Source: an optimization exercise on an open RTL-to-GDS flow (aim: small area and a short achievable clock period). Production flows keep margins and buffers that such runs may drop. RTL that was checked went through simulation tests only; none was proved equivalent to the original. Power and IR drop assume default switching activity.

==> flow/design.v (excerpt) <==
module bit_twiddle (
    input  wire         clk,
    input  wire         rst,
    input  wire         in_valid,
    input  wire [5:0]   cmd,
    input  wire [127:0] value,
    input  wire [127:0] distance,
    output reg          out_valid,
    output reg  [1:0]   status,
    output reg  [127:0] result
);
==> module bt_pop_b, before the edit <==
module bt_pop_b (
    input  wire [26:0] p,
    output wire [6:0] q
);
    wire pb_1, pb_2, pb_3, pb_4, pb_5, pb_6, pb_7, pb_8, pb_9, pb_10, pb_11, pb_12, pb_13, pb_14, pb_15, pb_16, pb_17, pb_18, pb_19, pb_20, pb_21, pb_22, pb_23, pb_24, pb_25, pb_26, pb_27, pb_28, pb_29, pb_30, pb_31, pb_32, pb_33, pb_34, pb_35, pb_36, pb_37, pb_38, pb_39, pb_40;
    assign pb_1 = p[0] ^ p[1] ^ p[2];
    assign pb_2 = (p[0] & p[1]) | (p[2] & (p[0] ^ p[1]));
    assign pb_3 = p[3] ^ p[4] ^ p[5];
    assign pb_4 = (p[3] & p[4]) | (p[5] & (p[3] ^ p[4]));
    assign pb_5 = p[6] ^ p[7] ^ p[8];
    assign pb_6 = (p[6] & p[7]) | (p[8] & (p[6] ^ p[7]));
    assign pb_7 = pb_2 ^ pb_3 ^ pb_5;
    assign pb_8 = (pb_2 & pb_3) | (pb_5 & (pb_2 ^ pb_3));
    assign pb_9 = p[10] ^ p[11] ^ p[12];
    assign pb_10 = (p[10] & p[11]) | (p[12] & (p[10] ^ p[11]));
    assign pb_11 = p[13] ^ p[14] ^ p[15];
    assign pb_12 = (p[13] & p[14]) | (p[15] & (p[13] ^ p[14]));
    assign pb_13 = p[16] ^ p[17] ^ p[18];
    assign pb_14 = (p[16] & p[17]) | (p[18] & (p[16] ^ p[17]));
    assign pb_15 = p[9] ^ pb_4 ^ pb_6;
    assign pb_16 = (p[9] & pb_4) | (pb_6 & (p[9] ^ pb_4));
    assign pb_17 = pb_11 ^ pb_13 ^ pb_9;
    assign pb_18 = (pb_11 & pb_13) | (pb_9 & (pb_11 ^ pb_13));
    assign pb_19 = pb_15 ^ pb_8 ^ pb_17;
    assign pb_20 = (pb_15 & pb_8) | (pb_17 & (pb_15 ^ pb_8));
    assign pb_21 = p[19] ^ p[20] ^ p[21];
    assign pb_22 = (p[19] & p[20]) | (p[21] & (p[19] ^ p[20]));
    assign pb_23 = p[22] ^ p[23] ^ p[24];
    assign pb_24 = (p[22] & p[23]) | (p[24] & (p[22] ^ p[23]));
    assign pb_25 = p[25] ^ pb_10 ^ pb_12;
    assign pb_26 = (p[25] & pb_10) | (pb_12 & (p[25] ^ pb_10));
    assign pb_27 = pb_14 ^ pb_21 ^ pb_23;
    assign pb_28 = (pb_14 & pb_21) | (pb_23 & (pb_14 ^ pb_21));
    assign pb_29 = pb_16 ^ pb_18 ^ pb_25;
    assign pb_30 = (pb_16 & pb_18) | (pb_25 & (pb_16 ^ pb_18));
    assign pb_31 = pb_27 ^ pb_20 ^ pb_29;
    assign pb_32 = (pb_27 & pb_20) | (pb_29 & (pb_27 ^ pb_20));
    assign pb_33 = p[26] ^ pb_22 ^ pb_24;
    assign pb_34 = (p[26] & pb_22) | (pb_24 & (p[26] ^ pb_22));
    assign pb_35 = pb_26 ^ pb_28 ^ pb_33;
    assign pb_36 = (pb_26 & pb_28) | (pb_33 & (pb_26 ^ pb_28));
    assign pb_37 = pb_30 ^ pb_35 ^ pb_32;
    assign pb_38 = (pb_30 & pb_35) | (pb_32 & (pb_30 ^ pb_35));
    assign pb_39 = pb_34 ^ pb_36 ^ pb_38;
    assign pb_40 = (pb_34 & pb_36) | (pb_38 & (pb_34 ^ pb_36));
    assign q[0] = pb_1;
    assign q[1] = pb_7;
    assign q[2] = pb_19;
    assign q[3] = pb_31;
    assign q[4] = pb_37;
    assign q[5] = pb_39;
    assign q[6] = pb_40;
endmodule
==> flow/config.mk <==
export PLATFORM = sky130hd
export DESIGN_NAME = bit_twiddle
export DESIGN_NICKNAME = bit_twiddle
export VERILOG_FILES = /design/flow/design.v
export SDC_FILE = /design/flow/constraint.sdc
export NUM_CORES = 4
export LEC_CHECK = 0
export CAP_MARGIN = 40
export CELL_PAD_IN_SITES_DETAIL_PLACEMENT = 1
export CELL_PAD_IN_SITES_GLOBAL_PLACEMENT = 1
export CORE_MARGIN = 2
export CORE_UTILIZATION = 40
export PLACE_DENSITY = 0.65
export SETUP_SLACK_MARGIN = 5
export SLEW_MARGIN = 40
==> flow/constraint.sdc <==
create_clock -name core_clock -period 9.0 [get_ports {clk}]
set_input_delay 1.8000 -clock core_clock [delete_from_list [all_inputs] [get_ports {clk}]]
set_output_delay 1.8000 -clock core_clock [all_outputs]
set_load 0.01 [all_outputs]
standard.sh (not shown) runs the stock make flow with config.mk's settings and CLKGATE_MAP_FILE= SYNTH_SCRIPT=/design/flow/synth_recipe.tcl, a recipe that flattens the netlist after the stock synthesis.
==> flow/flow/run.sh <==
#!/bin/bash
set -euo pipefail
bash standard.sh "BUFFER_PORTS_ARGS=-buffer_cell sky130_fd_sc_hd__buf_1" SETUP_SLACK_MARGIN=5.4 finish > standard.log 2>&1
Change:
--- a/flow/design.v
+++ b/flow/design.v
@@ -367,59 +367,55 @@
 endmodule
 module bt_pop_b (
     input  wire [26:0] p,
     output wire [6:0] q
 );
     wire pb_1, pb_2, pb_3, pb_4, pb_5, pb_6, pb_7, pb_8, pb_9, pb_10, pb_11, pb_12, pb_13, pb_14, pb_15, pb_16, pb_17, pb_18, pb_19, pb_20, pb_21, pb_22, pb_23, pb_24, pb_25, pb_26, pb_27, pb_28, pb_29, pb_30, pb_31, pb_32, pb_33, pb_34, pb_35, pb_36, pb_37, pb_38, pb_39, pb_40;
-    assign pb_1 = p[0] ^ p[1] ^ p[2];
-    assign pb_2 = (p[0] & p[1]) | (p[2] & (p[0] ^ p[1]));
+    assign pb_1 = p[0] ^ p[1];
+    assign pb_2 = p[0] & p[1];
     assign pb_3 = p[3] ^ p[4] ^ p[5];
     assign pb_4 = (p[3] & p[4]) | (p[5] & (p[3] ^ p[4]));
     assign pb_5 = p[6] ^ p[7] ^ p[8];
     assign pb_6 = (p[6] & p[7]) | (p[8] & (p[6] ^ p[7]));
-    assign pb_7 = pb_2 ^ pb_3 ^ pb_5;
-    assign pb_8 = (pb_2 & pb_3) | (pb_5 & (pb_2 ^ pb_3));
+    assign pb_7 = pb_2 ^ pb_3;
+    assign pb_8 = pb_2 & pb_3;
     assign pb_9 = p[10] ^ p[11] ^ p[12];
     assign pb_10 = (p[10] & p[11]) | (p[12] & (p[10] ^ p[11]));
     assign pb_11 = p[13] ^ p[14] ^ p[15];
     assign pb_12 = (p[13] & p[14]) | (p[15] & (p[13] ^ p[14]));
     assign pb_13 = p[16] ^ p[17] ^ p[18];
     assign pb_14 = (p[16] & p[17]) | (p[18] & (p[16] ^ p[17]));
     assign pb_15 = p[9] ^ pb_4 ^ pb_6;
     assign pb_16 = (p[9] & pb_4) | (pb_6 & (p[9] ^ pb_4));
     assign pb_17 = pb_11 ^ pb_13 ^ pb_9;
     assign pb_18 = (pb_11 & pb_13) | (pb_9 & (pb_11 ^ pb_13));
-    assign pb_19 = pb_15 ^ pb_8 ^ pb_17;
-    assign pb_20 = (pb_15 & pb_8) | (pb_17 & (pb_15 ^ pb_8));
+    assign pb_19 = pb_8 ^ pb_15;
+    assign pb_20 = pb_8 & pb_15;
     assign pb_21 = p[19] ^ p[20] ^ p[21];
     assign pb_22 = (p[19] & p[20]) | (p[21] & (p[19] ^ p[20]));
     assign pb_23 = p[22] ^ p[23] ^ p[24];
     assign pb_24 = (p[22] & p[23]) | (p[24] & (p[22] ^ p[23]));
     assign pb_25 = p[25] ^ pb_10 ^ pb_12;
     assign pb_26 = (p[25] & pb_10) | (pb_12 & (p[25] ^ pb_10));
     assign pb_27 = pb_14 ^ pb_21 ^ pb_23;
     assign pb_28 = (pb_14 & pb_21) | (pb_23 & (pb_14 ^ pb_21));
     assign pb_29 = pb_16 ^ pb_18 ^ pb_25;
     assign pb_30 = (pb_16 & pb_18) | (pb_25 & (pb_16 ^ pb_18));
-    assign pb_31 = pb_27 ^ pb_20 ^ pb_29;
-    assign pb_32 = (pb_27 & pb_20) | (pb_29 & (pb_27 ^ pb_20));
+    assign pb_31 = pb_27 ^ pb_20;
+    assign pb_32 = pb_27 & pb_20;
     assign pb_33 = p[26] ^ pb_22 ^ pb_24;
     assign pb_34 = (p[26] & pb_22) | (pb_24 & (p[26] ^ pb_22));
     assign pb_35 = pb_26 ^ pb_28 ^ pb_33;
     assign pb_36 = (pb_26 & pb_28) | (pb_33 & (pb_26 ^ pb_28));
-    assign pb_37 = pb_30 ^ pb_35 ^ pb_32;
-    assign pb_38 = (pb_30 & pb_35) | (pb_32 & (pb_30 ^ pb_35));
-    assign pb_39 = pb_34 ^ pb_36 ^ pb_38;
-    assign pb_40 = (pb_34 & pb_36) | (pb_38 & (pb_34 ^ pb_36));
-    assign q[0] = pb_1;
-    assign q[1] = pb_7;
-    assign q[2] = pb_19;
-    assign q[3] = pb_31;
-    assign q[4] = pb_37;
-    assign q[5] = pb_39;
-    assign q[6] = pb_40;
+    assign pb_37 = pb_30 ^ pb_32;
+    assign pb_38 = pb_30 & pb_32;
+    assign pb_39 = pb_34 ^ pb_36;
+    assign pb_40 = pb_34 & pb_36;
+    wire [6:0] ra = {pb_40, pb_39, pb_35, pb_29, pb_17, pb_5, p[2]};
+    wire [6:0] rb = {1'b0, pb_38, pb_37, pb_31, pb_19, pb_7, pb_1};
+    assign q = ra + rb;
 endmodule
 module bt_count (
     input  wire [127:0] value,
     input  wire         npow2,
     output wire [7:0]   hib,
     output wire [7:0]   lob
Worst setup slack degrades by 41 ps.
Synthesized area rises by 0.93%.
Hold slack degrades by 11 ps.
Register-to-register slack got worse by 60 ps.
Die area is higher by 0.92%.
First-iteration DRC count rises by 1.3%.
Routed wire length increases by 9.9%.
Clock power barely changes.
Synthesized cell count came out higher by 1.4%.
For the second run of this note, only the layout was checked, not whether the RTL still works.

[afterwards: timing with drivers on the ports]
How much do the figures lean on ideal ports? The routed layouts below were timed once more, with nothing changed but the port constraints. Step 1: set_driving_cell puts a clkbuf_16 on clk and a buf_2 on each other input, an assumption about the parent block. Step 2 adds t to the input delays and takes it off the output delays; t is the mean of the earliest and latest rising clock arrival at the registers after step 1. Input paths then give back, and output paths get back, about the clock's delay inside the block. a / b / c = ideal / step 1 / step 2; a / b = the first two.
run	shift t [ns]	setup WS [ns]	worst setup path at the end	clock arrival spread, ns	slew at the worst register clock pin (ns)
the first run	0.645	5.254 / 5.267 / 4.623	input to register	0.047 / 0.047	0.08 / 0.08
the second run	0.639	5.213 / 5.213 / 4.658	input to register	0.030 / 0.029	0.07 / 0.07
After both steps setup and hold are still met in every run listed. The setup slack of the first run, which loses most, moves by +0.013 ns with the drivers and by -0.631 ns with both steps.
